From an optimization exercise on the open Yosys and OpenROAD flow, aimed at small area and a short achievable clock period; shortcuts taken in it are not production practice.
The RTL was checked by simulation tests, not by an equivalence proof against the original design.
Power figures rest on the tool's default switching activity, not on a simulated workload.

==> flow/design.v <==
module rfid_f32div (
    input  wire [24:0] n,
    input  wire [31:0] d,
    output reg  [31:0] q
);
    wire        sn = n[24];
    wire        sd = d[31];
    wire [23:0] an = sn ? (~n[23:0] + 24'd1) : n[23:0];
    wire [31:0] ad = sd ? (~d + 32'd1) : d;
    function [4:0] lzc24(input [23:0] v);
        integer i;
        begin
            lzc24 = 5'd24;
            for (i = 0; i < 24; i = i + 1)
                if (v[i]) lzc24 = 5'd23 - i[4:0];
        end
    endfunction
    function [5:0] lzc32(input [31:0] v);
        integer i;
        begin
            lzc32 = 6'd32;
            for (i = 0; i < 32; i = i + 1)
                if (v[i]) lzc32 = 6'd31 - i[5:0];
        end
    endfunction
    wire [4:0]  lz_n = lzc24(an);
    wire [23:0] ma   = an << lz_n;
    wire [5:0]  en   = 6'd23 - {1'b0, lz_n};
    wire [5:0]  lz_d  = lzc32(ad);
    wire [31:0] nd    = ad << lz_d;
    wire        d_g   = nd[7];
    wire        d_s   = |nd[6:0];
    wire        d_inc = d_g & (d_s | nd[8]);
    wire [24:0] md_r  = {1'b0, nd[31:8]} + {24'd0, d_inc};
    wire [23:0] md    = md_r[24] ? 24'h800000 : md_r[23:0];
    wire [5:0]  ed    = (6'd31 - lz_d) + {5'd0, md_r[24]};
    reg [25:0] qq;
    reg [24:0] r;
    integer k;
    always @* begin
        r = {1'b0, ma};
        for (k = 25; k >= 0; k = k - 1) begin
            if (r >= {1'b0, md}) begin
                qq[k] = 1'b1;
                r = r - {1'b0, md};
            end else begin
                qq[k] = 1'b0;
            end
            if (k != 0) r = {r[23:0], 1'b0};
        end
    end
    wire        hi    = qq[25];
    wire [23:0] mq    = hi ? qq[25:2] : qq[24:1];
    wire        q_g   = hi ? qq[1] : qq[0];
    wire        q_s   = hi ? (qq[0] | (|r)) : (|r);
    wire        q_inc = q_g & (q_s | mq[0]);
    wire [24:0] mq_r  = {1'b0, mq} + {24'd0, q_inc};
    wire [8:0]  bexp  = {3'd0, en} - {3'd0, ed} + (hi ? 9'd127 : 9'd126)
                        + {8'd0, mq_r[24]};
    always @* begin
        if (an == 24'd0)
            q = {sd, 31'd0};
        else
            q = {sn ^ sd, bexp[7:0], mq_r[22:0]};
    end
endmodule
module rfid_core (
    input  wire        clk,
    input  wire        reset,               
    input  wire        rx_valid,
    input  wire [7:0]  rx_data,
    input  wire [31:0] now_ms,
    input  wire        adc_dout,
    input  wire [31:0] cfg_debounce_ms,
    input  wire [31:0] cfg_sentinel_tag,
    input  wire [31:0] cfg_scale_divisor,   
    input  wire [31:0] cfg_weight_period_ms,
    input  wire [31:0] cfg_ready_timeout_ms,
    input  wire        cfg_timeout_en,
    output wire        rx_accept,
    output wire        adc_sck,
    output reg         feed_valid,
    output reg  [1:0]  feed_result,
    output reg         decoded_valid,
    output reg  [31:0] decoded_tag,
    output reg  [7:0]  decoded_version,
    output reg         decoded_ok,
    output reg  [2:0]  diag,
    output reg         scan_valid,
    output reg  [31:0] scan_tag,
    output reg  [31:0] scan_weight,
    output reg         disp_valid,
    output reg  [1:0]  disp_kind,
    output reg  [1:0]  disp_state,
    output reg  [23:0] disp_raw,
    output reg  [31:0] disp_grams
);
    localparam [1:0] M_BOOT = 2'd0, M_READY = 2'd1, M_ADC = 2'd2;
    localparam [1:0] P_STARTUP = 2'd0, P_TARE = 2'd1, P_REFRESH = 2'd2;
    localparam [1:0] S_IDLE = 2'd0, S_ACC = 2'd1, S_EXP = 2'd2;
    localparam [1:0] FR_INCOMPLETE = 2'd0, FR_FRAME = 2'd1,
                     FR_OVERFLOW = 2'd2, FR_MALFORMED = 2'd3;
    localparam [2:0] D_NONE = 3'd0, D_OVERFLOW = 3'd1, D_MALFORMED = 3'd2,
                     D_INVHEX = 3'd3, D_CHECKSUM = 3'd4, D_TIMEOUT = 3'd5;
    localparam [1:0] DK_READY = 2'd0, DK_STATE = 2'd1, DK_WEIGHT = 2'd2;
    localparam [7:0] START_MARKER = 8'h02, END_MARKER = 8'h03;
    localparam [31:0] WINDOW_MS = 32'd2000;
    reg [1:0]  mode;
    reg [1:0]  adc_purpose;
    reg [5:0]  adc_phase;        
    reg [31:0] adc_wait_start;
    reg [23:0] adc_shift;
    reg [7:0]  buf_mem [0:13];
    reg [3:0]  cursor;
    reg [1:0]  sess_state;
    reg [31:0] session_start_time;
    reg [31:0] last_byte_time;
    reg        cap_valid;
    reg [31:0] cap_tag;
    reg [23:0] tare_offset;
    reg [23:0] sample_raw;
    reg [31:0] sample_grams;
    reg [31:0] last_refresh_time;
    reg [1:0]  n_mode;
    reg [1:0]  n_adc_purpose;
    reg [5:0]  n_adc_phase;
    reg [31:0] n_adc_wait_start;
    reg [23:0] n_adc_shift;
    reg        buf_we;
    reg [3:0]  buf_wa;
    reg [3:0]  n_cursor;
    reg [1:0]  n_sess_state;
    reg [31:0] n_session_start_time;
    reg [31:0] n_last_byte_time;
    reg        n_cap_valid;
    reg [31:0] n_cap_tag;
    reg [23:0] n_tare_offset;
    reg [23:0] n_sample_raw;
    reg [31:0] n_sample_grams;
    reg [31:0] n_last_refresh_time;
    assign rx_accept = !reset && (mode == M_READY);
    assign adc_sck   = !reset && (mode == M_ADC) && adc_phase[0];
    function [4:0] hexval(input [7:0] c);
        begin
            if (c >= "0" && c <= "9")      hexval = {1'b1, c[3:0]};
            else if (c >= "A" && c <= "F") hexval = {1'b1, c[3:0] + 4'd9};
            else if (c >= "a" && c <= "f") hexval = {1'b1, c[3:0] + 4'd9};
            else                           hexval = 5'd0;
        end
    endfunction
    reg [4:0]  hx [1:12];
    reg [7:0]  hcell [0:4];
    reg [7:0]  fold;
    reg        ok_v, ok_t, ok_c, hex_ok;
    reg [7:0]  dec_ver;
    reg [31:0] dec_tag;
    reg [7:0]  dec_cs;
    reg        dec_ok;
    integer    j;
    always @* begin
        for (j = 1; j <= 12; j = j + 1)
            hx[j] = hexval(buf_mem[j]);
        for (j = 0; j < 5; j = j + 1)
            hcell[j] = (hx[1+2*j][4] && hx[2+2*j][4]) ?
                      {hx[1+2*j][3:0], hx[2+2*j][3:0]} : 8'd0;
        fold = hcell[0] ^ hcell[1] ^ hcell[2] ^ hcell[3] ^ hcell[4];
        ok_v = hx[1][4] && hx[2][4];
        ok_t = hx[3][4] && hx[4][4] && hx[5][4] && hx[6][4] &&
               hx[7][4] && hx[8][4] && hx[9][4] && hx[10][4];
        ok_c = hx[11][4] && hx[12][4];
        hex_ok  = ok_v && ok_t && ok_c;
        dec_ver = ok_v ? {hx[1][3:0], hx[2][3:0]} : 8'd0;
        dec_tag = ok_t ? {hx[3][3:0], hx[4][3:0], hx[5][3:0], hx[6][3:0],
                          hx[7][3:0], hx[8][3:0], hx[9][3:0], hx[10][3:0]} : 32'd0;
        dec_cs  = ok_c ? {hx[11][3:0], hx[12][3:0]} : 8'd0;
        dec_ok  = hex_ok && (fold == dec_cs);
    end
    wire [23:0] adc_raw  = adc_shift ^ 24'h800000;
    wire [23:0] tare_eff = (adc_purpose == P_STARTUP) ? adc_raw : tare_offset;
    wire [24:0] diff     = {1'b0, adc_raw} - {1'b0, tare_eff};
    wire [31:0] weight;
    rfid_f32div u_div (
        .n (diff),
        .d (cfg_scale_divisor),
        .q (weight)
    );
    reg [3:0] cur;
    reg       tare_req;
    always @* begin
        n_mode               = mode;
        n_adc_purpose        = adc_purpose;
        n_adc_phase          = adc_phase;
        n_adc_wait_start     = adc_wait_start;
        n_adc_shift          = adc_shift;
        buf_we               = 1'b0;
        buf_wa               = cursor;
        n_cursor             = cursor;
        n_sess_state         = sess_state;
        n_session_start_time = session_start_time;
        n_last_byte_time     = last_byte_time;
        n_cap_valid          = cap_valid;
        n_cap_tag            = cap_tag;
        n_tare_offset        = tare_offset;
        n_sample_raw         = sample_raw;
        n_sample_grams       = sample_grams;
        n_last_refresh_time  = last_refresh_time;
        feed_valid      = 1'b0;
        feed_result     = FR_INCOMPLETE;
        decoded_valid   = 1'b0;
        decoded_tag     = 32'd0;
        decoded_version = 8'd0;
        decoded_ok      = 1'b0;
        diag            = D_NONE;
        scan_valid      = 1'b0;
        scan_tag        = 32'd0;
        scan_weight     = 32'd0;
        disp_valid      = 1'b0;
        disp_kind       = DK_READY;
        disp_state      = S_IDLE;
        disp_raw        = 24'd0;
        disp_grams      = 32'd0;
        cur      = 4'd0;
        tare_req = 1'b0;
        if (!reset) begin
            case (mode)
            M_BOOT: begin
                n_mode           = M_ADC;
                n_adc_purpose    = P_STARTUP;
                n_adc_phase      = 6'd0;
                n_adc_wait_start = now_ms;
                n_adc_shift      = 24'd0;
            end
            M_ADC: begin
                if (adc_phase == 6'd0) begin
                    if (!adc_dout) begin
                        n_adc_phase = 6'd1;
                    end else if (cfg_timeout_en &&
                                 (now_ms - adc_wait_start) > cfg_ready_timeout_ms) begin
                        diag   = D_TIMEOUT;
                        n_mode = M_READY;
                        if (adc_purpose == P_STARTUP) begin
                            n_last_refresh_time = now_ms;
                            disp_valid = 1'b1;
                            disp_kind  = DK_READY;
                        end
                    end
                end else if (adc_phase[0]) begin
                    if (adc_phase != 6'd49)
                        n_adc_shift = {adc_shift[22:0], adc_dout};
                    n_adc_phase = adc_phase + 6'd1;
                end else if (adc_phase != 6'd50) begin
                    n_adc_phase = adc_phase + 6'd1;
                end else begin
                    n_mode = M_READY;
                    case (adc_purpose)
                    P_STARTUP: begin
                        n_tare_offset       = adc_raw;
                        n_sample_raw        = adc_raw;
                        n_sample_grams      = weight;
                        n_last_refresh_time = now_ms;
                        disp_valid = 1'b1;
                        disp_kind  = DK_READY;
                    end
                    P_TARE: begin
                        n_tare_offset = adc_raw;
                    end
                    default: begin
                        n_sample_raw   = adc_raw;
                        n_sample_grams = weight;
                        disp_valid = 1'b1;
                        disp_kind  = DK_WEIGHT;
                        disp_raw   = adc_raw;
                        disp_grams = weight;
                    end
                    endcase
                end
            end
            default: begin
                if (rx_valid) begin
                    if (sess_state == S_IDLE) begin
                        n_sess_state         = S_ACC;
                        n_session_start_time = now_ms;
                        n_cap_valid          = 1'b0;
                        disp_valid = 1'b1;
                        disp_kind  = DK_STATE;
                        disp_state = S_ACC;
                    end
                    n_last_byte_time = now_ms;
                    feed_valid = 1'b1;
                    cur = (rx_data == START_MARKER) ? 4'd0 : cursor;
                    if (cur >= 4'd14) begin
                        n_cursor    = 4'd0;
                        diag        = D_OVERFLOW;
                        feed_result = FR_OVERFLOW;
                    end else begin
                        buf_we = 1'b1;
                        buf_wa = cur;
                        if (rx_data == END_MARKER) begin
                            n_cursor = 4'd0;
                            if (cur == 4'd13) begin
                                feed_result = FR_FRAME;
                                if (buf_mem[0] == START_MARKER) begin
                                    decoded_valid   = 1'b1;
                                    decoded_tag     = dec_tag;
                                    decoded_version = dec_ver;
                                    decoded_ok      = dec_ok;
                                    if (!hex_ok)
                                        diag = D_INVHEX;
                                    else if (fold != dec_cs)
                                        diag = D_CHECKSUM;
                                    if (dec_ok && n_sess_state == S_ACC) begin
                                        if (dec_tag == cfg_sentinel_tag)
                                            tare_req = 1'b1;
                                        else begin
                                            n_cap_valid = 1'b1;
                                            n_cap_tag   = dec_tag;
                                        end
                                    end
                                end else begin
                                    diag = D_MALFORMED;
                                end
                            end else begin
                                diag        = D_MALFORMED;
                                feed_result = FR_MALFORMED;
                            end
                        end else begin
                            n_cursor    = cur + 4'd1;
                            feed_result = FR_INCOMPLETE;
                        end
                    end
                end
                if (n_sess_state == S_ACC &&
                    (now_ms - n_session_start_time) > WINDOW_MS) begin
                    n_sess_state = S_EXP;
                    disp_valid = 1'b1;
                    disp_kind  = DK_STATE;
                    disp_state = S_EXP;
                    if (n_cap_valid && n_cap_tag != cfg_sentinel_tag) begin
                        scan_valid  = 1'b1;
                        scan_tag    = n_cap_tag;
                        scan_weight = sample_grams;
                    end
                end else if (n_sess_state == S_EXP &&
                             (now_ms - n_last_byte_time) > cfg_debounce_ms) begin
                    n_sess_state = S_IDLE;
                    n_cap_valid  = 1'b0;
                    disp_valid = 1'b1;
                    disp_kind  = DK_STATE;
                    disp_state = S_IDLE;
                end
                if (tare_req) begin
                    n_mode           = M_ADC;
                    n_adc_purpose    = P_TARE;
                    n_adc_phase      = 6'd0;
                    n_adc_wait_start = now_ms;
                    n_adc_shift      = 24'd0;
                end else if ((now_ms - last_refresh_time) >= cfg_weight_period_ms) begin
                    n_last_refresh_time = now_ms;
                    n_mode           = M_ADC;
                    n_adc_purpose    = P_REFRESH;
                    n_adc_phase      = 6'd0;
                    n_adc_wait_start = now_ms;
                    n_adc_shift      = 24'd0;
                end
            end
            endcase
        end
    end
    always @(posedge clk) begin
        if (reset) begin
            mode         <= M_BOOT;
            cursor       <= 4'd0;
            sess_state   <= S_IDLE;
            cap_valid    <= 1'b0;
            tare_offset  <= 24'd0;
            sample_raw   <= 24'd0;
            sample_grams <= 32'd0;
        end else begin
            mode         <= n_mode;
            cursor       <= n_cursor;
            sess_state   <= n_sess_state;
            cap_valid    <= n_cap_valid;
            tare_offset  <= n_tare_offset;
            sample_raw   <= n_sample_raw;
            sample_grams <= n_sample_grams;
        end
    end
    always @(posedge clk) begin
        if (!reset) begin
            adc_purpose        <= n_adc_purpose;
            adc_phase          <= n_adc_phase;
            adc_wait_start     <= n_adc_wait_start;
            adc_shift          <= n_adc_shift;
            session_start_time <= n_session_start_time;
            last_byte_time     <= n_last_byte_time;
            cap_tag            <= n_cap_tag;
            last_refresh_time  <= n_last_refresh_time;
            if (buf_we)
                buf_mem[buf_wa] <= rx_data;
        end
    end
endmodule
==> flow/run.sh <==
#!/bin/bash
# synth_recipe.tcl (not shown) runs the flow's synth.tcl, then flattens the netlist and writes it again
# the make line also repeats each setting of config.mk as NAME=value (left out here)
make -C /OpenROAD-flow-scripts/flow DESIGN_CONFIG=/design/flow/config.mk WORK_HOME=/design/flow/orfs CLKGATE_MAP_FILE= SYNTH_SCRIPT=/design/flow/synth_recipe.tcl finish
==> flow/config.mk <==
export PLATFORM = sky130hd
export DESIGN_NAME = rfid_core
export DESIGN_NICKNAME = rfid_core
export VERILOG_FILES = /design/flow/design.v
export SDC_FILE = /design/flow/constraint.sdc
export NUM_CORES = 4
export LEC_CHECK = 0
export CAP_MARGIN = 20
export CORE_MARGIN = 2
export CORE_UTILIZATION = 40
export SLEW_MARGIN = 20
==> flow/constraint.sdc <==
create_clock -name core_clock -period 200.0 [get_ports {clk}]
set_input_delay 40.0000 -clock core_clock [delete_from_list [all_inputs] [get_ports {clk}]]
set_output_delay 40.0000 -clock core_clock [all_outputs]
set_load 0.01 [all_outputs]
==> reports/results.txt <==
status: timing/DRC/antenna clean
vias per cell: 6.11
Area after DPL: 79900 sq um
maximum vdd drop: 0.00545 V
Max Clk Rate: 5.19 MHz
Sw Ratio: 0.578
Final Hold Fails: 0
Synth top cells by count: a21oi_1, ha_1, nor2_1
CP max stage delay: 690 ps
Clock Pin Slew Worst Setup and Hold Paths: 60 ps
reg2reg path depth: 550
mux cell area share after synthesis: 0.0795
top-count cell post-synth: a21oi_1
Detail Route Antenna Nets: 0
setup_tns: 0 ps
design area: 82400 sq um
CTS tree: built
Max Cap Viol: 0
die area: 185000 sq um
vias: 75353
Setup CP Type: input pin to output pin
Period Utilization, post-route: 0.964
register bit total from synthesis: 361
largest family of logic cells by synthesized area: compound AO/OA/AOI/OAI gates
Worst Setup SP: cfg_scale_divisor[1]
CP most frequent cell: a21oi_1
fin worst setup slack: 7160 ps
Synth Instances: 9595
Top Ports: 381
share of total power in combinational logic: 1.000
RePlAce Congestion: 1.03
min-delay src: sample_grams[1]
Top Family by Delay on Critical Path: compound AO/OA/AOI/OAI gates
Async SR Flop Fraction: 0
P_comb: 719 mW
Final Setup Violations: 0
sequential fraction of the synthesis area: 0.140
worst reg2reg path startpoint: adc_purpose[1]
wire per inst: 23.4 microns
Clk pwr share: 0
Die W: 430 microns
Finished Core Util: 0.456
post-synthesis adder-cell area fraction: 0.158
cell-internal power: 303 mW
first-pass GRT wire length: 433000 microns
Slew Limit Fails: 0
Slowest-stage cell, CP: a211oi_2
total gr overflow: 0
Post-Place Worst Slack: 465 ps
post-synthesis compound-gate area fraction: 0.266
cell depth of the worst setup path: 549
crit path capture: disp_grams[28]
PortBufs: 380
Worst Hold Class: flop to flop
Mapped Area: 72700 sq um
Synth Flop Type: edfxtp_1
Starting Density: 0.402
fin nets: 11034
Setup crit end kind: output pin
CP Launch Type: input pin
Longest Clk Path Bufs: 3
CTS H-tree depth: 2
Synth Area in XOR/XNOR: 0.108
Skew-Pair Late Insertion Delay: 640 ps
Top power group: combinational logic
worst-path maximum fanout: 46
Yosys warning count: 4
P_leak: 35.2 nW
WP data required: 160000 ps
Area growth syn-to-layout: 13.4%
core area: 181000 sq um
hold path cells: 2
drt drc: 0
1st-iter DRT viols: 6889
WL final: 288000 microns
vias in the first global route: 71529
Inst Count DP: 12191
DP HPWL: 228000 microns
drt pass-1 iters: 8
Overall Power: 719 mW
Worst-Margin Slew: 1160 ps
Post-Syn Nets: 10711
Yosys cell types: 133
Sink Count: 361
clock group power: 83.0 uW
Seq. pwr: 99.8 uW
FF-to-FF setup slack: 85620 ps
largest net degree at the start of global routing: 62
Hold Path Sink: sample_grams[1]
final worst path period need: 192840 ps
part of the power in registers: 0
Worst Skew: 25.4 ps
FP Rows: 156
Die Y: 430 microns
Buf/Inv on CP: 29
initial antenna violation count: 26
reg-to-reg endpoint: sample_grams[29]
Sw Pwr: 416 mW
Tot GR Track Use: 0.297
Min Hold Slack: 448 ps
Slew headroom: 0.221
simple-gate area share of the yosys netlist: 0.193
Pwr Density: 8720 nW/um^2
TritonCTS Buffers: 42
syn_area_per_cell: 7.58 sq um
root buf cell: clkbuf_16
largest area contributor in the netlist: ha_1
Non-Filler Instances: 12337
CP arrival: 152840 ps
layout cells sized above 1: 0.0865
share of the synthesized area in the top cell type: 0.155
largest cells by area after synthesis: ha_1, edfxtp_1, xnor2_1
EDFF count, synth: 296
-- sequential cells by signal (all words and copies together), names as in the netlist --
| signal | count |
|---|---|
| adc_phase | 6 |
| buf_mem | 104 |
| cap_tag | 32 |
| adc_shift | 24 |
| adc_purpose | 2 |
| mode | 2 |
| sess_state | 2 |
| last_refresh_time | 32 |
| last_byte_time | 32 |
| sample_grams | 32 |
| cap_valid | 1 |
| cursor | 4 |
| tare_offset | 24 |
| session_start_time | 32 |
| adc_wait_start | 32 |
-- cell usage in the layout (no fill, tap or decap), types with 23 or more instances in the layout --
master           count
o211ai_1            60
and2_1             109
a211o_1             23
xnor2_1            619
o21a_1             150
or2_2               43
o221ai_1            26
a21oi_1            931
nor2_1             757
nand3_1            173
nor2b_1            123
a311oi_1            25
and3_1              89
nand2_1            723
o21ai_0            480
inv_1              708
mux2_2             237
a211oi_1            64
xor2_1             260
a2111oi_0           25
a31oi_1             71
edfxtp_1           296
o22ai_1             35
mux2i_1            288
ha_1               902
nor3_1             227
o21bai_1           278
clkdlybuf4s50_1    373
buf_4              241
a22oi_1             26
nand4_1            153
or3_1               75
a21o_1             303
dfxtp_1             65
clkbuf_16           43
nor4_1              71
o31ai_1             38
nand2b_1           117
o21ai_1             31
-- cell type report --
type / instances / area [sq um]
timing repair buffer: 624 / 5660
fill: 18005 / 98300
inverter: 722 / 2740
clock inverter: 17 / 219
antenna: 16 / 40.0
clock buffer: 60 / 1230
tap: 2370 / 2970
sequential: 361 / 10200
multi-input combinational: 8167 / 59400
-- routing by layer --
layer  share of wire  vias up  track usage
met5         0.00051        -            0
li1                -    35795            -
met3           0.068      603       0.0397
met4           0.047       20        0.123
met2            0.45     2864        0.478
met1            0.44    36071        0.398
-- cells by family (layout without fill, tap and decap cells) --
kind of cell,after synthesis,in the layout
compound gates,2949,2950
xor+xnor,894,894
fa+ha+maj,911,911
buf+inv,1068,1423
flops,361,361
mux,542,542
other cells,0,16
simple gates,2870,2870
-- repair_timing --
action,CTS,global route
setup buffers,0,52
hold buffers,0,0
setup endpoints to repair,2,31
cloned,0,1
pin swaps,0,18
resized for setup,1,143

==> separate check: timing with driven ports <==
In the flow no input, the clock included, has a driving cell. The finished layout below was timed again as built, in two steps.
Step 1 assumes that a clkbuf_16 drives the clock port and a buf_2 every other input.
Step 2 moves the port delays by t, midway between the first and last clock arrival at a register: inputs arrive t later, outputs are due t later. That takes back most of the time a late clock gives input paths.
Three values: no drivers, after step 1, after step 2; two values: the first two.
shift t [ns]: 0.692
slack for setup (ns): 7.157 / 7.096 / 7.096
hold WS [ns]: 0.448 / 0.448 / 0.448
worst data-port slew with drivers (ns): 0.21
After both steps this run still meets setup and hold. The setup slack of this run moves by -0.061 ns with the drivers and by -0.061 ns with both steps.
